Context: an optimization exercise on an open-source flow, tuned for small area and a short achievable clock period. The choices shown serve that exercise and are no tape-out recipe.
Only simulation tests tie the RTL to the original design; equivalence was not proved.
Power is estimated from default activity; no workload was simulated.

[flow/constraint.sdc]
create_clock -name core_clock -period 6.0 [get_ports {clk}]
set_input_delay 1.2000 -clock core_clock [delete_from_list [all_inputs] [get_ports {clk}]]
set_output_delay 1.2000 -clock core_clock [all_outputs]
set_load 0.01 [all_outputs]
[flow/run.sh]
#!/bin/bash
# synth_recipe.tcl (not shown) runs the flow's synth.tcl, then flattens the netlist and writes it again
# the make line also repeats each setting of config.mk as NAME=value (left out here)
make -C /OpenROAD-flow-scripts/flow DESIGN_CONFIG=/design/flow/config.mk WORK_HOME=/design/flow/orfs CLKGATE_MAP_FILE= SYNTH_SCRIPT=/design/flow/synth_recipe.tcl finish
[flow/config.mk]
export PLATFORM = sky130hd
export DESIGN_NAME = wiz_pixel_decoder
export DESIGN_NICKNAME = wiz_pixel_decoder
export VERILOG_FILES = /design/flow/design.v
export SDC_FILE = /design/flow/constraint.sdc
export NUM_CORES = 4
export LEC_CHECK = 0
export CAP_MARGIN = 20
export CORE_ASPECT_RATIO = 0.5
export CORE_MARGIN = 2
export CORE_UTILIZATION = 65
export CTS_CLUSTER_DIAMETER = 75
export CTS_CLUSTER_SIZE = 28
export SETUP_SLACK_MARGIN = 3.6
export SLEW_MARGIN = 20
export SYNTH_HIERARCHICAL = 1
export TNS_END_PERCENT = 5
[flow/design.v]
module wiz_pixel_decoder #(
    parameter N           = 64,
    parameter FRAME_BYTES = 6 * N,
    parameter [7:0] ACK_BYTE = 8'h06
) (
    input  wire                 clk,
    input  wire                 rst,
    input  wire                 rx_valid,
    input  wire [7:0]           rx_data,
    output wire                 rx_ready,
    output wire                 tx_valid,
    output wire [7:0]           tx_data,
    input  wire                 tx_ready,
    output wire                 disp_start,
    input  wire                 disp_done,
    input  wire [$clog2(N)-1:0] s1_raddr,
    input  wire [$clog2(N)-1:0] s2_raddr,
    output reg  [23:0]          s1_rdata,
    output reg  [23:0]          s2_rdata
);
    localparam CNT_W = $clog2(FRAME_BYTES);
    localparam SB    = 8 * FRAME_BYTES;
    reg             rdy;
    reg             dst;
    reg             wt;
    reg             tv;
    reg [CNT_W-1:0] cnt;       
    reg             last;      
    wire rx_fire = rx_valid && rdy;
    always @(posedge clk) begin
        if (rst) begin
            rdy  <= 1'b1;
            dst  <= 1'b0;
            wt   <= 1'b0;
            tv   <= 1'b0;
            cnt  <= {CNT_W{1'b0}};
            last <= 1'b0;
        end else begin
            dst <= rx_fire && last;
            if (rx_fire) begin
                cnt  <= cnt + 1'b1;
                last <= (cnt == FRAME_BYTES - 2);
                if (last) rdy <= 1'b0;
            end
            if (dst) wt <= 1'b1;
            if (wt && disp_done) begin
                wt <= 1'b0;
                tv <= 1'b1;
            end
            if (tv && tx_ready) begin
                tv   <= 1'b0;
                rdy  <= 1'b1;
                cnt  <= {CNT_W{1'b0}};
                last <= 1'b0;
            end
        end
    end
    assign rx_ready   = rdy;
    assign disp_start = dst;
    assign tx_valid   = tv;
    assign tx_data    = ACK_BYTE;
    reg          sh_en;
    reg [7:0]    sh_d;
    reg [SB-1:0] fb;
    always @(posedge clk) begin
        sh_en <= rx_fire;
        sh_d  <= rx_data;
        if (sh_en)
            fb <= {fb[SB-9:0], sh_d};
    end
    wire [24*N-1:0] strip1 = fb[SB-1 -: 24*N];
    wire [24*N-1:0] strip2 = fb[SB-1-24*N -: 24*N];
    wire [N-1:0] sel1, sel2;
    wire [7:0]   lo1, hi1, lo2, hi2;
    wpd_dec3 u_lo1 (.a(s1_raddr[2:0]), .y(lo1));
    wpd_dec3 u_hi1 (.a(s1_raddr[5:3]), .y(hi1));
    wpd_dec3 u_lo2 (.a(s2_raddr[2:0]), .y(lo2));
    wpd_dec3 u_hi2 (.a(s2_raddr[5:3]), .y(hi2));
    genvar gi, gb;
    generate
        for (gi = 0; gi < N; gi = gi + 1) begin : g_dec
            wpd_nand2 u_s1 (.a(hi1[gi/8]), .b(lo1[gi%8]), .y(sel1[gi]));
            wpd_nand2 u_s2 (.a(hi2[gi/8]), .b(lo2[gi%8]), .y(sel2[gi]));
        end
    endgenerate
    wire [23:0] rd1, rd2;
    generate
        for (gb = 0; gb < 24; gb = gb + 1) begin : g_bit
            wire [N-1:0] col1, col2;
            for (gi = 0; gi < N; gi = gi + 1) begin : g_col
                assign col1[gi] = strip1[24*(N-1-gi) + gb];
                assign col2[gi] = strip2[24*(N-1-gi) + gb];
            end
            wpd_sel64 u_m1 (.sel(sel1), .d(col1), .y(rd1[gb]));
            wpd_sel64 u_m2 (.sel(sel2), .d(col2), .y(rd2[gb]));
        end
    endgenerate
    always @(posedge clk) begin
        s1_rdata <= rd1;
        s2_rdata <= rd2;
    end
endmodule
module wpd_sel64 (
    input  wire [63:0] sel,
    input  wire [63:0] d,
    output wire        y
);
    wire [31:0] m;
    wire [15:0] p;
    wire [3:0]  q;
    genvar g;
    generate
        for (g = 0; g < 32; g = g + 1) begin : g_o2
            wpd_oai22 u (.a1(d[2*g]), .a2(sel[2*g]), .b1(d[2*g+1]), .b2(sel[2*g+1]),
                         .y(m[g]));
        end
        for (g = 0; g < 16; g = g + 1) begin : g_r2
            wpd_nor2 u (.a(m[2*g]), .b(m[2*g+1]), .y(p[g]));
        end
        for (g = 0; g < 4; g = g + 1) begin : g_n4
            wpd_nand4 u (.a(p[4*g]), .b(p[4*g+1]), .c(p[4*g+2]), .d(p[4*g+3]), .y(q[g]));
        end
    endgenerate
    wpd_nor4 u_y (.a(q[0]), .b(q[1]), .c(q[2]), .d(q[3]), .y(y));
endmodule
module wpd_oai22 (
    input  wire a1, a2, b1, b2,
    output wire y
);
    assign y = ~((a1 | a2) & (b1 | b2));
endmodule
module wpd_dec3 (
    input  wire [2:0] a,
    output wire [7:0] y
);
    genvar g;
    generate
        for (g = 0; g < 8; g = g + 1) begin : g_y
            assign y[g] = (a == g);
        end
    endgenerate
endmodule
module wpd_nand2 (
    input  wire a, b,
    output wire y
);
    assign y = ~(a & b);
endmodule
module wpd_nor2 (
    input  wire a, b,
    output wire y
);
    assign y = ~(a | b);
endmodule
module wpd_nand4 (
    input  wire a, b, c, d,
    output wire y
);
    assign y = ~(a & b & c & d);
endmodule
module wpd_nor4 (
    input  wire a, b, c, d,
    output wire y
);
    assign y = ~(a | b | c | d);
endmodule
==> results of run 1 <==
kinds of logic after synthesis:
| family | synth area share [%] |
|---|---|
| other | 0.00689 |
| adders and majority gates | 0.0229 |
| AOI/OAI and AO/OA | 8.92 |
| DFF | 85.9 |
| and+or+nand+nor | 5.09 |
| buffers and inverters | 0.0723 |
| xor gates and xnor gates | 0.0161 |
where the power goes:
group	internal, mW	switching [mW]
clock	4.51	6.34
combinational	0.205	0.695
sequential	24.2	0.107
worst reg2reg max path: stages (launching register included):
cell and delay [ns]:
dfxtp_4 0.73, buf_4 0.37, buf_12 0.54
per-module statistics from Yosys, one instance, submodules excluded, a selection:
| module | copies in the design | flops+latches |
|---|---|---|
| wiz_pixel_decoder | 1 | 3143 |
| wpd_dec3 | 4 | 0 |
| wpd_nor4 | 48 | 0 |
| wpd_nand4 | 192 | 0 |
| wpd_oai22 | 1536 | 0 |
| wpd_nand2 | 128 | 0 |
| wpd_nor2 | 768 | 0 |
per-stage QoR:
stage	worst slack, ns	util (%)	power (mW)	cells
2_1_floorplan	-15.87	-	26.0	5914
3_3_place_gp	1.26	68.0	25.4	8278
3_5_place_dp	1.23	68.1	25.5	8283
4_1_cts	3.42	72.7	36.1	8645
5_1_grt	3.41	73.1	37.0	8681
6_report	3.42	73.1	36.0	8682
repair_timing:
action	CTS	global route
resized for setup	817	45
setup endpoints to repair	1531	954
setup buffers	99	31
hold buffers	0	0
pin swaps	80	18
cloned	44	4
state kept, by name, indices dropped and copies added, names as in the netlist:
| signal | flops |
|---|---|
| fb | 3072 |
| s1_rdata | 24 |
| s2_rdata | 24 |
| cnt | 9 |
| sh_d | 8 |
| dst | 1 |
| last | 1 |
| rdy | 1 |
| sh_en | 1 |
| tv | 1 |
| wt | 1 |
synthesized netlist by cell type, drive strengths merged, types with 2 or more instances:
library cell	number
a211oi	2
a21o	2
a21oi	8
and3	4
and3b	12
buf	8
conb	2
dfxtp	71
edfxtp	3072
ha	2
inv	4
nand2	132
nand3	2
nand4	195
nor2	774
nor3	4
nor3b	12
nor4	49
o21ai	4
o22ai	1536
or3	4
or4	2
xnor2	2
worst max path at each step:
| stage | endpoint | slack, ns | depth (start not counted) |
|---|---|---|---|
| after floorplan | fb[0] | -15.87 | 0 |
| after global placement | s1_rdata[4] | 1.26 | 7 |
| after detailed placement | s1_rdata[20] | 1.23 | 7 |
| after CTS | s2_rdata[11] | 3.42 | 1 |
| after global routing | s2_rdata[11] | 3.41 | 1 |
| final | s1_rdata[11] | 3.42 | 8 |
layout make-up:
type                    count  share of cell area (%)
flip-flops and latches   3143                    76.9
clock inverters             3                  0.0390
repair buffers            318                    3.42
well taps                2214                    2.27
diodes                      1                 0.00205
multi-input cells        2783                    14.2
inverters                   4                  0.0123
clock buffers             216                    3.16
layer usage:
metal	vias up	global-route usage (%)	part of all wire [%]
li1	25731	-	-
met1	31475	45.5	40
met2	3584	45.5	45
met3	451	6.06	11
met4	4	9.44	3.6
met5	-	0	0.0087
==> run_results.csv, run 1 <==
group,metric,value,unit
final_layout,layout_common_cells,"3,072 x edfxtp_1, 1,532 x o22ai_1, 757 x nor2_1",
global_routing,overflow,0,
final_layout,final_nets,6415,
timing,tns,0,ns
critical_path,rr_startpoint,"sh_en",
die,num_rows,106,
drt,vias,61245,
drt,drt-initial-drc-count,8921,
placed_design,place_area,0.114,mm2
timing,final-setup-viol-count,0,
critical_path,r2r_setup_slack,3.68,ns
synthesis,ys_ff_latch,3143,
drt,post-route-drc-count,0,
timing,grt_setup_unrepaired,"true",
critical_path,required,6.68,ns
final_layout,drive_gt1_share,11.6,%
timing,finalCriticalPeriod,2.58,ns
final_layout,synthToLayoutAreaGrowth,11.8,%
synthesis,syn_inst,5908,
drt,avgViaCountPerCell,7.05,
clock_network,htree_levels,4,
global_routing,grt_pass1_vias,57590,
clock_network,cts_tree,"yes",
synthesis,synthTopCellsByArea,"edfxtp_1 85%, o22ai_1 8.8%, nor2_1 2.7%, dfxtp_1 1.3%, nand4_1 1.1%",
critical_path,critPathLaunch,"s1_raddr[0]",
clock_network,cts_buffers,138,
hold_path,min_path_type,"reg2reg",
drt,drt-pass1-iter-count,6,
critical_path,crit_fanout,24,
timing,holdWs,0.396,ns
synthesis,synth_top_area_share,84.6,%
synthesis,synth-seq-area-share,85.9,%
drt,routed_wl,264000,um
timing,drv_slew,0,
timing,worst_pin_slew,1.13,ns
clock_network,clk_pin_slew_worst_paths,0.10,ns
run,cap_violations,0,
timing,final.period_utilization,42.9,%
placed_design,hpwlAfterDp,160000,um
global_routing,grt_pass1_wl,381000,um
synthesis,async_reset_ff_share,0,%
critical_path,crit_path_end_kind,"flop",
synthesis,avgSynthCellArea,18.5,um2
hold_path,min_from,"sh_d[6]",
hold_path,whs_path_depth,0,
placed_design,gp_congestion,0.900,
power,ir_worst_vdd,0.000201,V
die,die_y,294,um
synthesis,ys.flop_type,"edfxtp_1",
critical_path,reg2reg_to,"fb[56]",
die,core,0.167,mm2
critical_path,crit_type,"in2reg",
die,die_w,583,um
power,p_leak,30.8,nW
final_layout,final_common_cell,"edfxtp_1",
run_status,outcome,"no timing/DRC/antenna violations",
clock_network,clock_latency,0.82,ns
die,initial_utilization,65.4,%
critical_path,critPathArrivalTime,3.26,ns
synthesis,synth_edf_count,3072,
global_routing,antenna_found_initial,3,
clock_network,cts.sinks,3143,
drt,ant_nets,0,
critical_path,path_delay_family,"simple AND/OR/NAND/NOR gates",
die,num_io_pins,84,
placed_design,io_buffers,75,
critical_path,critical-path-max-stage-delay,0.45,ns
timing,fmax,388,MHz
synthesis,synth_top_area_cell,"edfxtp_1",
power,powerDensity,295,mW/mm2
global_routing,grt_max_degree,217,
timing,maxSlewHeadroom,24.8,%
critical_path,critPathLaunchType,"input pin",
final_layout,fin_area,0.122,mm2
final_layout,multi_input_area,0.0174,mm2
clock_network,cts_root_buf,"clkbuf_16",
timing,hold_viol,0,
synthesis,synth_area,0.109,mm2
synthesis,ys.warnings.count,7,
clock_network,cts_buffer_depth,4,
critical_path,cp.buffers_inverters,2,
timing,skew,0.0334,ns
global_routing,grtUsageTotal,30.2,%
critical_path,crit_chain,"buf_4, nor3b_2, buf_6, nand2_2, o22ai_1, nor2_1, nand4_1, nor4_2",
drt,drt-wirelength-per-cell,30.4,um
final_layout,n_fill_cell,9968,
critical_path,rr_worst_depth,2,
synthesis,ys_types,31,
final_layout,regArea,0.0938,mm2
critical_path,cp_slowest_cell,"nand2_2",
hold_path,hold_end,"fb[6]",
die,die_area,0.171,mm2
==> run 2: changes to the inputs <==
--- a/flow/design.v
+++ b/flow/design.v
@@ -70,7 +70,7 @@
     end
     wire [24*N-1:0] strip1 = fb[SB-1 -: 24*N];
     wire [24*N-1:0] strip2 = fb[SB-1-24*N -: 24*N];
-    wire [N-1:0] sel1, sel2;
+    wire [N-1:0] sel1a, sel1b, sel2a, sel2b;
     wire [7:0]   lo1, hi1, lo2, hi2;
     wpd_dec3 u_lo1 (.a(s1_raddr[2:0]), .y(lo1));
     wpd_dec3 u_hi1 (.a(s1_raddr[5:3]), .y(hi1));
@@ -79,8 +79,10 @@
     genvar gi, gb;
     generate
         for (gi = 0; gi < N; gi = gi + 1) begin : g_dec
-            wpd_nand2 u_s1 (.a(hi1[gi/8]), .b(lo1[gi%8]), .y(sel1[gi]));
-            wpd_nand2 u_s2 (.a(hi2[gi/8]), .b(lo2[gi%8]), .y(sel2[gi]));
+            wpd_nand2 u_s1a (.a(hi1[gi/8]), .b(lo1[gi%8]), .y(sel1a[gi]));
+            wpd_nand2 u_s1b (.a(hi1[gi/8]), .b(lo1[gi%8]), .y(sel1b[gi]));
+            wpd_nand2 u_s2a (.a(hi2[gi/8]), .b(lo2[gi%8]), .y(sel2a[gi]));
+            wpd_nand2 u_s2b (.a(hi2[gi/8]), .b(lo2[gi%8]), .y(sel2b[gi]));
         end
     endgenerate
     wire [23:0] rd1, rd2;
@@ -91,8 +93,8 @@
                 assign col1[gi] = strip1[24*(N-1-gi) + gb];
                 assign col2[gi] = strip2[24*(N-1-gi) + gb];
             end
-            wpd_sel64 u_m1 (.sel(sel1), .d(col1), .y(rd1[gb]));
-            wpd_sel64 u_m2 (.sel(sel2), .d(col2), .y(rd2[gb]));
+            wpd_sel64 u_m1 (.sel(gb < 12 ? sel1a : sel1b), .d(col1), .y(rd1[gb]));
+            wpd_sel64 u_m2 (.sel(gb < 12 ? sel2a : sel2b), .d(col2), .y(rd2[gb]));
         end
     endgenerate
     always @(posedge clk) begin
--- a/flow/config.mk
+++ b/flow/config.mk
@@ -9,7 +9,7 @@
 export CORE_ASPECT_RATIO = 0.5
 export CORE_MARGIN = 2
 export CORE_UTILIZATION = 65
-export CTS_CLUSTER_DIAMETER = 75
+export CTS_CLUSTER_DIAMETER = 90
 export CTS_CLUSTER_SIZE = 28
 export SETUP_SLACK_MARGIN = 3.6
 export SLEW_MARGIN = 20
==> run_results.csv, run 2 <==
group,metric,value,unit
timing,worst_pin_slew,1.05,ns
drt,routed_wl,284000,um
timing,maxSlewHeadroom,29.7,%
synthesis,synth_most_common_cell,"edfxtp_1",
timing,fmax,381,MHz
synthesis,synth_area,0.110,mm2
drt,highest_layer,"met5",
global_routing,grt_pass1_vias,58055,
drt,post-route-drc-count,0,
timing,final-setup-viol-count,0,
placed_design,place_area,0.114,mm2
placed_design,gp_congestion,0.981,
drt,ant_nets,0,
timing,final.period_utilization,43.7,%
synthesis,ys.flop_type,"edfxtp_1",
die,die_w,585,um
global_routing,antenna_found_initial,6,
synthesis,syn_inst,6036,
synthesis,async_reset_ff_share,0,%
clock_network,clock_latency,0.84,ns
timing,skew,0.0384,ns
critical_path,crit_chain,"buf_16, buf_12, and3b_4, buf_12, nand2_8, o22ai_1, nor2_2, nand4_1, nor4_2",
clock_network,htree_levels,4,
die,num_io_pins,84,
placed_design,hpwlAfterDp,191000,um
timing,drv_slew,0,
synthesis,synthTopCellsByArea,"edfxtp_1 84%, o22ai_1 8.8%, nor2_1 2.7%, dfxtp_1 1.3%, nand4_1 1.1%",
final_layout,synthToLayoutAreaGrowth,11.9,%
hold_path,hold_end,"fb[0]",
critical_path,cp_slowest_cell,"nand4_1",
synthesis,synth_top_area_share,84.2,%
final_layout,final_common_cell,"edfxtp_1",
critical_path,crit_type,"in2reg",
clock_network,cts_tree,"yes",
final_layout,largest_reg_flops,3072,
critical_path,rr_startpoint,"sh_en",
timing,tns,0,ns
critical_path,critPathArrivalTime,3.33,ns
drt,drt-pass1-iter-count,6,
placed_design,pre_cts_slack,1.39,ns
drt,drt-initial-drc-count,9671,
drt,avgViaCountPerCell,7.11,
global_routing,overflow,0,
critical_path,crit_fanout,12,
die,die_area,0.172,mm2
synthesis,synth-seq-area-share,85.5,%
final_layout,fin_area,0.123,mm2
die,core,0.167,mm2
placed_design,io_buffers,75,
final_layout,drive_gt1_share,13.6,%
clock_network,cts.sinks,3143,
synthesis,synthTopCellsByCount,"3,072 x edfxtp_1, 1,536 x o22ai_1, 774 x nor2_1, 260 x nand2_1, 194 x nand4_1",
timing,grt_setup_unrepaired,"true",
hold_path,min_path_type,"reg2reg",
die,num_rows,106,
global_routing,grt_max_degree,210,
critical_path,rr_worst_depth,2,
die,initial_utilization,65.5,%
final_layout,regMostFlops,"fb",
drt,met3_length,34500,um
synthesis,synth_top_area_cell,"edfxtp_1",
clock_network,cts_root_buf,"clkbuf_16",
power,powerDensity,295,mW/mm2
final_layout,layout_common_cells,"3,072 x edfxtp_1, 1,523 x o22ai_1, 707 x nor2_1",
power,ir_worst_vdd,0.000329,V
drt,met2WireLength,127000,um
global_routing,grt_pass1_wl,400000,um
power,p_leak,30.4,nW
hold_path,whs_path_depth,0,
drt,m1WireLength,111000,um
synthesis,ys_ff_latch,3143,
final_layout,n_fill_cell,9968,
die,die_y,294,um
critical_path,cp.buffers_inverters,3,
clock_network,clk_pin_slew_worst_paths,0.10,ns
synthesis,ys_types,31,
critical_path,r2r_setup_slack,3.58,ns
final_layout,final_nets,6493,
synthesis,avgSynthCellArea,18.2,um2
critical_path,critPathLaunchType,"input pin",
timing,hold_viol,0,
synthesis,ys.warnings.count,7,
critical_path,cpMostUsedCell,"buf_12",
run,cap_violations,0,
synthesis,synth_edf_count,3072,
clock_network,cts-hold-fix-buffers,0,
drt,drt-wirelength-per-cell,32.2,um
hold_path,min_from,"sh_d[0]",
critical_path,reg2reg_to,"fb[1543]",
critical_path,critical-path-max-stage-delay,0.46,ns
clock_network,cts_buffer_depth,4,
final_layout,largest_registers,"fb (3072), s1_rdata (24), s2_rdata (24)",
critical_path,path_delay_family,"simple AND/OR/NAND/NOR gates",
critical_path,crit_path_end_kind,"flop",
final_layout,fin_cells,8814,
final_layout,final_util,73.3,%
critical_path,required,6.71,ns
timing,fin_ws,3.38,ns
placed_design,dp_cells,8428,
drt,vias,62681,
run_status,outcome,"no timing/DRC/antenna violations",
clock_network,cts_buffers,138,
timing,finalCriticalPeriod,2.62,ns
global_routing,grtUsageTotal,32.3,%
-- run 2: how the worst max path moves through the flow --
stage,start,end,cells after the start
floorplan,sh_en,fb[0],0
global placement,s2_raddr[1],s2_rdata[21],7
detailed placement,s2_raddr[1],s2_rdata[23],7
CTS,s1_rdata[14],s1_rdata[14],1
global route,s1_rdata[6],s1_rdata[6],1
finish,s2_raddr[2],s2_rdata[9],9
-- run 2: routing by layer --
layer / vias up / track usage [%]
li1: 26039 / -
met1: 32077 / 48.7
met2: 4067 / 47.6
met3: 488 / 6.85
met4: 10 / 11.7
met5: - / 0
-- run 2: timing repair --
action | in CTS | in global routing
buffers inserted | 78 | 73
pin swaps | 89 | 44
cloned | 11 | 3
gates resized for setup | 971 | 158
setup endpoints to repair | 1438 | 843
-- run 2: cell type report --
cell class	instances	area [um2]	share of cell area, %
Timing Repair Buffer	281	3270	2.66
Clock buffer	216	3850	3.14
Inverter	4	15.0	0.0122
Sequential cell	3143	93800	76.5
Antenna cell	2	5.00	0.00408
Multi-Input combinational cell	2898	18800	15.3
Tap cell	2268	2840	2.31
Clock inverter	2	38.8	0.0316
-- run 2: logic make-up (layout without fill, tap and decap cells) --
family | count (synthesis) | count (layout) | share of synthesized area [%]
simple gates | 1319 | 1331 | 5.51
compound gates | 1555 | 1555 | 8.88
flops | 3143 | 3143 | 85.5
xor+xnor | 2 | 2 | 0.0160
buf+inv | 13 | 503 | 0.0719
other cells | 2 | 10 | 0.00685
fa+ha+maj | 2 | 2 | 0.0228
-- run 2: Yosys stat by module (local to each module, per instance), excerpt --
module,cells inside,flip-flops and latches
wpd_dec3,8,0
wpd_nand2,1,0
wpd_nor2,1,0
wiz_pixel_decoder,3204,3143
wpd_nor4,1,0
wpd_nand4,1,0
wpd_oai22,1,0
-- run 2: power breakdown --
part           switching (mW)  internal, mW  leakage, nW
clock                    6.40          4.51         1.86
sequential              0.116          24.2         22.5
combinational           0.773         0.219         5.99
-- run 2: per-stage QoR --
step                      hold WS, ns  power (mW)
after floorplan                 0.386        26.0
after global placement          0.387        25.5
after detailed placement        0.389        25.5
after CTS                       0.392        36.2
after global routing            0.395        37.1
final                           0.388        36.2
==> run 3: changes to the inputs <==
--- a/flow/config.mk
+++ b/flow/config.mk
@@ -11,7 +11,7 @@
 export CORE_UTILIZATION = 65
 export CTS_CLUSTER_DIAMETER = 90
 export CTS_CLUSTER_SIZE = 28
-export SETUP_SLACK_MARGIN = 3.6
+export SETUP_SLACK_MARGIN = 3.7
 export SLEW_MARGIN = 20
 export SYNTH_HIERARCHICAL = 1
 export TNS_END_PERCENT = 5
==> run_results.csv, run 3 <==
group,metric,value,unit
run_status,outcome,"no timing/DRC/antenna violations",
run,cap_violations,0,
final_layout,fin_area,0.123,mm2
synthesis,synthTopCellsByCount,"3,072 x edfxtp_1, 1,536 x o22ai_1, 774 x nor2_1, 260 x nand2_1, 194 x nand4_1",
final_layout,drive_gt1_share,14.6,%
synthesis,avgSynthCellArea,18.2,um2
final_layout,largest_reg_flops,3072,
timing,grt_setup_unrepaired,"true",
die,initial_utilization,65.5,%
clock_network,clk_pin_slew_worst_paths,0.10,ns
critical_path,critPathLaunchType,"input pin",
drt,ant_nets,0,
global_routing,antenna_found_initial,1,
final_layout,final_common_cell,"edfxtp_1",
synthesis,synthTopCellsByArea,"edfxtp_1 84%, o22ai_1 8.8%, nor2_1 2.7%, dfxtp_1 1.3%, nand4_1 1.1%",
synthesis,synth-seq-area-share,85.5,%
drt,drt-pass1-iter-count,6,
placed_design,gp_congestion,0.981,
synthesis,ys.warnings.count,7,
die,core,0.167,mm2
clock_network,clock_latency,0.84,ns
synthesis,syn_inst,6036,
synthesis,synth_area,0.110,mm2
final_layout,layout_common_cells,"3,072 x edfxtp_1, 1,513 x o22ai_1, 678 x nor2_1",
clock_network,cts_buffers,138,
die,die_y,294,um
die,num_rows,106,
drt,post-route-drc-count,0,
critical_path,crit_fanout,12,
synthesis,synth_top_area_cell,"edfxtp_1",
timing,drv_slew,0,
global_routing,grt_max_degree,210,
critical_path,required,6.72,ns
clock_network,cts_buffer_depth,4,
synthesis,synth_edf_count,3072,
timing,maxSlewHeadroom,28.6,%
synthesis,synth_top_area_share,84.2,%
placed_design,hpwlAfterDp,191000,um
timing,hold_viol,0,
drt,drt-initial-drc-count,9722,
synthesis,synth_most_common_cell,"edfxtp_1",
power,p_leak,31.0,nW
clock_network,cts_tree,"yes",
die,die_area,0.172,mm2
timing,finalCriticalPeriod,2.60,ns
clock_network,cts.sinks,3143,
synthesis,async_reset_ff_share,0,%
drt,routed_wl,287000,um
timing,skew,0.0413,ns
clock_network,cts_root_buf,"clkbuf_16",
final_layout,multi_input_area,0.0191,mm2
final_layout,final_nets,6525,
final_layout,n_fill_cell,9893,
timing,final-setup-viol-count,0,
critical_path,crit_path_end_kind,"flop",
synthesis,ys_ff_latch,3143,
timing,worst_pin_slew,1.07,ns
power,ir_worst_vdd,0.000329,V
drt,avgViaCountPerCell,7.12,
placed_design,place_area,0.114,mm2
clock_network,htree_levels,4,
final_layout,synthToLayoutAreaGrowth,12.5,%
die,die_w,585,um
final_layout,largest_registers,"fb (3072), s1_rdata (24), s2_rdata (24)",
critical_path,critPathArrivalTime,3.32,ns
hold_path,min_path_type,"reg2reg",
die,num_io_pins,84,
drt,vias,63009,
critical_path,critical-path-max-stage-delay,0.51,ns
critical_path,crit_chain,"buf_12, and3_4, buf_12, buf_4, nand2_8, o22ai_1, nor2_4, nand4_1, nor4_2",
final_layout,regMostFlops,"fb",
global_routing,grtUsageTotal,33.1,%
timing,tns,0,ns
final_layout,regArea,0.0938,mm2
placed_design,io_buffers,75,
global_routing,grt_pass1_vias,59073,
global_routing,grt_pass1_wl,409000,um
global_routing,overflow,0,
drt,drt-wirelength-per-cell,32.4,um
synthesis,ys.flop_type,"edfxtp_1",
synthesis,ys_types,31,
timing,final.period_utilization,43.4,%
critical_path,crit_type,"in2reg",
critical_path,cpMostUsedCell,"buf_12",
critical_path,cp_slowest_cell,"nand4_1",
timing,fmax,384,MHz
power,powerDensity,294,mW/mm2
## run 3: logic make-up after synthesis
logic type / after synthesis / synth area share [%]
compound gates: 1555 / 8.88
xor+xnor: 2 / 0.0160
fa+ha+maj: 2 / 0.0228
buf+inv: 13 / 0.0719
flops: 3143 / 85.5
other cells: 2 / 0.00685
simple gates: 1319 / 5.51
## run 3: path summary, 6_finish.rpt
path	start	endpoint	slack [ns]	depth (start not counted)
worst max-delay path	s2_raddr[3]	s2_rdata[21]	3.40	9
worst max register to register	sh_en	fb[1543]	3.57	2
worst min register to register	sh_d[0]	fb[0]	0.39	0
worst min-delay path	sh_d[0]	fb[0]	0.39	0
## run 3: critical path, delay by kind of cell
kind            cells  cell delay [ns]
compound gates      1             0.17
buf+inv             3             0.46
simple gates        5             1.47
## run 3: per-layer routing
layer / part of all wire [%] / wire length (um) / vias up / track usage, %
met1: 39 / 111000 / 32305 / 49.4
met2: 44 / 127000 / 4037 / 48.5
met4: 4.8 / 13600 / 2 / 13.3
met3: 12 / 35100 / 536 / 7.17
li1: - / - / 26129 / -
met5: 0.0042 / 12 / - / 0
## run 3: area by class of cell
type	instances	share of cell area, %
sequential	3143	76.1
multi-input combinational	2911	15.5
clock buffer	216	3.12
timing repair buffer	300	2.95
tap	2268	2.30
clock inverter	2	0.0315
inverter	4	0.0122
antenna	4	0.00812
## run 3: through the flow
step | util (%) | instances | hold WS [ns] | setup WS (ns) | power [mW]
after detailed placement | 68.1 | 8428 | 0.389 | 1.39 | 25.5
after floorplan | - | 6042 | 0.386 | -15.87 | 26.0
after global routing | 73.7 | 8844 | 0.396 | 3.37 | 37.1
final | 73.7 | 8848 | 0.389 | 3.40 | 36.2
after CTS | 73.7 | 8839 | 0.392 | 3.35 | 36.3
after global placement | 68.1 | 8428 | 0.387 | 1.53 | 25.5
## run 3: power breakdown
| group | internal, mW | total [mW] | switching (mW) | leakage (nW) |
|---|---|---|---|---|
| logic | 0.238 | 1.02 | 0.785 | 6.58 |
| clock network | 4.51 | 10.9 | 6.42 | 1.86 |
| registers | 24.2 | 24.3 | 0.120 | 22.5 |
## run 3: Yosys stat by module (local to each module, per instance), excerpt
module	cell area (um2)	copies in the design	cells inside	flip-flops and latches
wpd_nand2	3.75	256	1	0
wpd_nor2	3.75	768	1	0
wpd_nand4	6.26	192	1	0
wpd_dec3	65.1	4	8	0
wpd_oai22	6.26	1536	1	0
wpd_nor4	12.5	48	1	0
## run 3: what timing repair did
action | in CTS | in global routing
buffers inserted | 161 | 3
hold buffers | 0 | 0
endpoints found under the hold margin | 0 | 0
gates resized for setup | 1190 | 10
pin swaps | 172 | 0
cloned | 32 | 1
endpoints found under the setup margin | 1793 | 1283
==> run 4: changes to the inputs <==
--- a/flow/config.mk
+++ b/flow/config.mk
@@ -8,10 +8,10 @@
 export CAP_MARGIN = 20
 export CORE_ASPECT_RATIO = 0.5
 export CORE_MARGIN = 2
-export CORE_UTILIZATION = 65
+export CORE_UTILIZATION = 60
 export CTS_CLUSTER_DIAMETER = 90
 export CTS_CLUSTER_SIZE = 28
-export SETUP_SLACK_MARGIN = 3.7
+export SETUP_SLACK_MARGIN = 3.6
 export SLEW_MARGIN = 20
 export SYNTH_HIERARCHICAL = 1
 export TNS_END_PERCENT = 5
==> run_results.csv, run 4 <==
group,metric,value,unit
run_status,outcome,"no timing/DRC/antenna violations",
drt,drt-pass1-iter-count,7,
synthesis,synth_most_common_cell,"edfxtp_1",
synthesis,ys.flop_type,"edfxtp_1",
power,p_leak,29.9,nW
die,die_y,306,um
synthesis,async_reset_ff_share,0,%
power,swShare,20.1,%
critical_path,crit_type,"in2reg",
die,die_area,0.186,mm2
synthesis,ys_ff_latch,3143,
die,die_w,608,um
critical_path,path_delay_family,"simple AND/OR/NAND/NOR gates",
final_layout,regMostFlops,"fb",
synthesis,synth_top_area_share,84.2,%
synthesis,synth_edf_count,3072,
placed_design,hpwlAfterDp,199000,um
power,p_int,28.8,mW
final_layout,largest_registers,"fb (3072), s1_rdata (24), s2_rdata (24)",
critical_path,critPathArrivalTime,3.38,ns
final_layout,largest_reg_flops,3072,
critical_path,reg2reg_to,"fb[2093]",
synthesis,synthTopCellsByCount,"3,072 x edfxtp_1, 1,536 x o22ai_1, 774 x nor2_1, 260 x nand2_1, 194 x nand4_1",
power,p_comb_share,2.5,%
drt,routed_wl,292000,um
critical_path,r2r_setup_slack,3.54,ns
synthesis,synth_area,0.110,mm2
global_routing,grt_max_degree,208,
synthesis,avgSynthCellArea,18.2,um2
placed_design,gp_congestion,1.00,
timing,holdWs,0.412,ns
critical_path,crit_chain,"buf_4, and3b_2, nand2_4, o22ai_1, nor2_1, nand4_1, nor4_2",
drt,drt-wirelength-per-cell,33.1,um
clock_network,cts_buffer_depth,4,
global_routing,grtUsageTotal,30.9,%
drt,vias,61827,
die,core,0.181,mm2
die,num_rows,110,
final_layout,final_nets,6388,
critical_path,crit_fanout,12,
placed_design,place_area,0.114,mm2
clock_network,clk_pin_slew_worst_paths,0.11,ns
global_routing,grt_pass1_vias,57718,
final_layout,layout_common_cells,"3,072 x edfxtp_1, 1,531 x o22ai_1, 708 x nor2_1",
final_layout,drive_gt1_share,11.8,%
timing,worst_pin_slew,1.20,ns
final_layout,n_fill_cell,12173,
die,num_io_pins,84,
timing,final-setup-viol-count,0,
drt,drt-initial-drc-count,10646,
timing,final.period_utilization,44.0,%
global_routing,overflow,0,
power,p_sw,7.27,mW
timing,finalCriticalPeriod,2.64,ns
critical_path,critical-path-max-stage-delay,0.56,ns
critical_path,critPathLaunchType,"input pin",
clock_network,htree_levels,4,
critical_path,rr_startpoint,"sh_en",
run,cap_violations,0,
drt,post-route-drc-count,0,
clock_network,clock_latency,0.85,ns
synthesis,syn_inst,6036,
synthesis,synth_top_area_cell,"edfxtp_1",
die,initial_utilization,60.6,%
global_routing,grt_pass1_wl,413000,um
drt,avgViaCountPerCell,6.99,
critical_path,cp.buffers_inverters,1,
clock_network,cts_buffers,138,
clock_network,cts_tree,"yes",
timing,drv_slew,0,
hold_path,min_path_type,"reg2reg",
power,power,36.1,mW
critical_path,crit_path_end_kind,"flop",
critical_path,crit_cells,7,
critical_path,rr_worst_depth,2,
final_layout,synthToLayoutAreaGrowth,9.71,%
critical_path,cp_slowest_cell,"nand4_1",
clock_network,cts_root_buf,"clkbuf_16",
synthesis,synth-seq-area-share,85.5,%
power,ir_worst_vdd,0.000238,V
synthesis,ys.warnings.count,7,
timing,skew,0.0283,ns
synthesis,ys_types,31,
timing,hold_viol,0,
synthesis,synthTopCellsByArea,"edfxtp_1 84%, o22ai_1 8.8%, nor2_1 2.7%, dfxtp_1 1.3%, nand4_1 1.1%",
timing,fmax,379,MHz
final_layout,fin_area,0.120,mm2
power,powerDensity,300,mW/mm2
critical_path,critPathLaunch,"s1_raddr[2]",
power,power_frac_seq,67.3,%
critical_path,required,6.74,ns
final_layout,final_util,66.5,%
timing,tns,0,ns
placed_design,io_buffers,75,
critical_path,crit_end,"s1_rdata[3]",
final_layout,final_common_cell,"edfxtp_1",
timing,maxSlewHeadroom,20.2,%
global_routing,antenna_found_initial,3,
drt,ant_nets,0,
power,clock_power_share,30.3,%
clock_network,cts.sinks,3143,
clock_network,cts-hold-fix-buffers,0,
timing,grt_setup_unrepaired,"true",
run 4: cell count changes in the layout (fill, tap and decap cells not counted), sizes merged, moves of 3 or more:
cell    before  now
nand2      273  260
buf        286  167
clkbuf     218  208
diode        4    1
run 4: area by class of cell:
cell class	instances	area [um2]	area share, %
diodes	1	2.50	0.00208
clock buffers	208	3820	3.18
clock inverters	3	47.5	0.0396
inverters	4	15.0	0.0125
multi-input cells	2895	17600	14.7
flip-flops and latches	3143	93800	78.0
well taps	2408	3010	2.51
repair buffers	179	1860	1.55
run 4: layer usage:
metal / global-route usage [%] / share of wire, %
met1: 48.0 / 41
met2: 44.0 / 43
met3: 7.20 / 12
met4: 9.69 / 3.7
met5: 0 / 0
run 4: logic make-up (layout without fill, tap and decap cells):
group | count (synthesis) | after routing | synth area share (%)
compound gates | 1555 | 1555 | 8.88
fa+ha+maj | 2 | 2 | 0.0228
flops | 3143 | 3143 | 85.5
buf+inv | 13 | 394 | 0.0719
other cells | 2 | 9 | 0.00685
xor+xnor | 2 | 2 | 0.0160
simple gates | 1319 | 1328 | 5.51
run 4: worst min-delay path by stage:
stage                  from     to  slack (ns)  depth (start not counted)
detailed placement  sh_d[4]  fb[4]        0.39                          0
floorplan           sh_d[0]  fb[0]        0.39                          0
global route        sh_d[2]  fb[2]        0.42                          0
global placement    sh_d[3]  fb[3]        0.39                          0
CTS                 sh_d[0]  fb[0]        0.41                          0
finish              sh_d[2]  fb[2]        0.41                          0
run 4: power groups by stage:
stage / Combinational, mW / Clock (mW) / Sequential [mW]
2_1_floorplan: 0.133 / 0 / 25.9
3_3_place_gp: 0.730 / 0 / 24.8
3_5_place_dp: 0.761 / 0 / 24.8
4_1_cts: 0.866 / 11.1 / 24.3
5_1_grt: 0.928 / 11.8 / 24.3
6_report: 0.887 / 10.9 / 24.3
run 4: repair_timing:
action,4_1_cts,5_1_grt
setup endpoints to repair,1203,714
buffers inserted,42,0
resized for setup,860,52
pin swaps,70,0
hold endpoints to repair,0,0
cloned,9,0
run 4: per-stage QoR:
stage	std cells	worst slack [ns]
6_report	8841	3.36
5_1_grt	8840	3.36
4_1_cts	8839	3.35
3_5_place_dp	8577	1.48
3_3_place_gp	8577	1.50
2_1_floorplan	6042	-15.87
run 4: per-module statistics from Yosys, one instance, submodules excluded, a selection:
module             cell area, um2  times used  cells
wpd_nor4                     12.5          48      1
wpd_nor2                     3.75         768      1
wiz_pixel_decoder           94000           1   3204
wpd_nand4                    6.26         192      1
wpd_dec3                     65.1           4      8
wpd_oai22                    6.26        1536      1
wpd_nand2                    3.75         256      1
run 4: worst register-to-register path: stages, from the launching register on:
cell and delay [ns]:
dfxtp_4 0.81, buf_4 0.71, buf_4 0.58
==> run 5: changes to the inputs <==
--- a/flow/config.mk
+++ b/flow/config.mk
@@ -8,10 +8,10 @@
 export CAP_MARGIN = 20
 export CORE_ASPECT_RATIO = 0.5
 export CORE_MARGIN = 2
-export CORE_UTILIZATION = 60
+export CORE_UTILIZATION = 65
 export CTS_CLUSTER_DIAMETER = 90
 export CTS_CLUSTER_SIZE = 28
 export SETUP_SLACK_MARGIN = 3.6
 export SLEW_MARGIN = 20
 export SYNTH_HIERARCHICAL = 1
-export TNS_END_PERCENT = 5
+export TNS_END_PERCENT = 100
==> run_results.csv, run 5 <==
group,metric,value,unit
power,p_sw,7.35,mW
placed_design,hpwlAfterDp,191000,um
clock_network,htree_levels,4,
synthesis,synth_area,0.110,mm2
power,power_frac_seq,66.9,%
die,die_y,294,um
synthesis,synth_edf_count,3072,
final_layout,fin_cells,8974,
timing,skew,0.0370,ns
clock_network,cts_root_buf,"clkbuf_16",
power,clock_power_share,30.1,%
power,p_int,29.0,mW
run,cap_violations,0,
timing,grt_setup_unrepaired,"true",
final_layout,fin_area,0.125,mm2
clock_network,cts_buffer_depth,4,
timing,worst_pin_slew,1.01,ns
clock_network,cts_tree,"yes",
final_layout,n_fill_cell,9612,
timing,holdWs,0.387,ns
clock_network,clock_latency,0.83,ns
synthesis,ys.flop_type,"edfxtp_1",
timing,fin_ws,3.39,ns
critical_path,critPathArrivalTime,3.32,ns
final_layout,final_common_cell,"edfxtp_1",
placed_design,dp_cells,8428,
drt,drt-wirelength-per-cell,32.5,um
critical_path,critPathLaunchType,"input pin",
timing,drv_slew,0,
hold_path,min_from,"sh_d[0]",
drt,drt-pass1-iter-count,6,
power,ir_worst_vdd,0.000329,V
drt,ant_nets,0,
final_layout,largest_reg_flops,3072,
synthesis,avgSynthCellArea,18.2,um2
critical_path,required,6.71,ns
die,die_area,0.172,mm2
global_routing,grtUsageTotal,32.4,%
synthesis,synthTopCellsByArea,"edfxtp_1 84%, o22ai_1 8.8%, nor2_1 2.7%, dfxtp_1 1.3%, nand4_1 1.1%",
die,num_io_pins,84,
critical_path,critPathLaunch,"s1_raddr[3]",
final_layout,regMostFlops,"fb",
run_status,outcome,"no timing/DRC/antenna violations",
synthesis,synth_top_area_share,84.2,%
global_routing,grt_max_degree,210,
synthesis,async_reset_ff_share,0,%
synthesis,synthTopCellsByCount,"3,072 x edfxtp_1, 1,536 x o22ai_1, 774 x nor2_1, 260 x nand2_1, 194 x nand4_1",
timing,finalCriticalPeriod,2.61,ns
final_layout,layout_common_cells,"3,072 x edfxtp_1, 1,500 x o22ai_1, 659 x nor2_1",
global_routing,overflow,0,
placed_design,place_area,0.114,mm2
drt,post-route-drc-count,0,
final_layout,drive_gt1_share,16.8,%
die,num_rows,106,
synthesis,ys.warnings.count,7,
synthesis,synth-seq-area-share,85.5,%
clock_network,clk_pin_slew_worst_paths,0.10,ns
power,powerDensity,290,mW/mm2
placed_design,io_buffers,75,
hold_path,min_path_type,"reg2reg",
synthesis,ys_ff_latch,3143,
power,p_leak,31.8,nW
final_layout,synthToLayoutAreaGrowth,14.1,%
power,swShare,20.2,%
die,die_w,585,um
drt,routed_wl,291000,um
global_routing,antenna_found_initial,3,
global_routing,grt_pass1_wl,401000,um
power,p_comb_share,3.0,%
placed_design,gp_congestion,0.981,
die,initial_utilization,65.5,%
drt,avgViaCountPerCell,7.09,
final_layout,final_nets,6653,
global_routing,grt_pass1_vias,58084,
clock_network,cts_buffers,138,
critical_path,crit_fanout,8,
die,core,0.167,mm2
timing,final-setup-viol-count,0,
critical_path,crit_path_end_kind,"flop",
critical_path,crit_type,"in2reg",
timing,fmax,383,MHz
clock_network,cts.sinks,3143,
timing,hold_viol,0,
critical_path,rr_startpoint,"sh_en",
final_layout,largest_registers,"fb (3072), s1_rdata (24), s2_rdata (24)",
synthesis,syn_inst,6036,
drt,vias,63658,
power,power,36.3,mW
synthesis,synth_top_area_cell,"edfxtp_1",
placed_design,pre_cts_slack,1.39,ns
drt,drt-initial-drc-count,10267,
synthesis,ys_types,31,
timing,final.period_utilization,43.5,%
timing,maxSlewHeadroom,32.7,%
timing,tns,0,ns
synthesis,synth_most_common_cell,"edfxtp_1",
final_layout,final_util,74.7,%
-- run 5: kinds of logic after synthesis --
group,count (synthesis),synth area share [%]
buffers and inverters,13,0.0719
AO/OA/AOI/OAI,1555,8.88
adder cells (fa/ha/maj),2,0.0228
other,2,0.00685
AND/OR/NAND/NOR,1319,5.51
XOR/XNOR,2,0.0160
flip-flops,3143,85.5
-- run 5: critical path, cell delays in order --
cell,delay (ns)
buf_6,0.14
and3b_4,0.26
buf_12,0.18
buf_6,0.16
buf_4,0.15
nand2_4,0.10
o22ai_1,0.11
nor2_1,0.24
nand4_1,0.38
nor4_2,0.38
-- run 5: timing repair --
action | in CTS | in global routing
setup endpoints to repair | 1438 | 249
buffers inserted | 80 | 215
hold endpoints to repair | 0 | 0
hold buffers | 0 | 0
pin swaps | 89 | 174
cloned | 11 | 19
resized for setup | 1025 | 310
-- run 5: area by class of cell --
| class | count | area [um2] | area share [%] |
|---|---|---|---|
| Clock buffer | 216 | 3850 | 3.08 |
| Inverter | 4 | 15.0 | 0.0120 |
| Sequential cell | 3143 | 93800 | 75.1 |
| Multi-Input combinational cell | 2909 | 19500 | 15.6 |
| Timing Repair Buffer | 430 | 4940 | 3.95 |
| Tap cell | 2268 | 2840 | 2.27 |
| Antenna cell | 2 | 5.00 | 0.00400 |
| Clock inverter | 2 | 38.8 | 0.0310 |
-- run 5: per-module statistics from Yosys (local to each module, per instance), excerpt --
module | cell area, um2 | flip-flops and latches | times used | cells inside
wpd_nand4 | 6.26 | 0 | 192 | 1
wiz_pixel_decoder | 94000 | 3143 | 1 | 3204
wpd_nor2 | 3.75 | 0 | 768 | 1
wpd_dec3 | 65.1 | 0 | 4 | 8
wpd_oai22 | 6.26 | 0 | 1536 | 1
wpd_nand2 | 3.75 | 0 | 256 | 1
wpd_nor4 | 12.5 | 0 | 48 | 1
-- run 5: metal layers --
metal  part of all wire, %  track usage [%]  up-vias
met2                    45             47.7     4284
met1                    38             49.1    32450
met4                   4.5             11.6        2
li1                      -                -    26344
met5                0.0048                0        -
met3                    13             6.60      578
-- run 5: final timing paths --
| kind | endpoint | slack (ns) | cells after the start |
|---|---|---|---|
| max | s1_rdata[7] | 3.39 | 10 |
| min | fb[0] | 0.39 | 0 |
| max reg2reg | fb[454] | 3.98 | 3 |
| min reg2reg | fb[0] | 0.39 | 0 |
-- run 5: power by group through the flow --
stage	Sequential [mW]	Clock, mW	Combinational (mW)
5_1_grt	24.3	11.7	1.15
2_1_floorplan	25.9	0	0.133
3_3_place_gp	24.8	0	0.708
4_1_cts	24.3	11.1	0.913
3_5_place_dp	24.8	0	0.746
6_report	24.3	10.9	1.10

==> port drivers added, routing unchanged <==
The flow's constraints put no driver on any port. The routed layouts listed below were extracted and timed again, unchanged, in two steps.
Step 1 assumes that a clkbuf_16 drives the clock port and a buf_2 every other input.
Step 2 times the ports against the registers' clock, not the clock port: input delays grow and output delays shrink by t, the midpoint of the rising clock arrivals with the driver on.
Three values: no drivers, after step 1, after step 2; two values: the first two.
run	shift t [ns]	setup slack, ns	latest minus earliest clock arrival (ns)
run 1	0.893	3.423 / 3.370 / 2.536	0.040 / 0.041
run 2	0.907	3.377 / 3.322 / 2.498	0.048 / 0.047
run 3	0.907	3.396 / 3.322 / 2.518	0.051 / 0.051
run 4	0.927	3.361 / 3.306 / 2.453	0.035 / 0.035
run 5	0.909	3.387 / 3.314 / 2.478	0.048 / 0.048
After both steps every run listed still meets setup and hold. The setup slack of run 5, which loses most, moves by -0.073 ns with the drivers and by -0.909 ns with both steps.
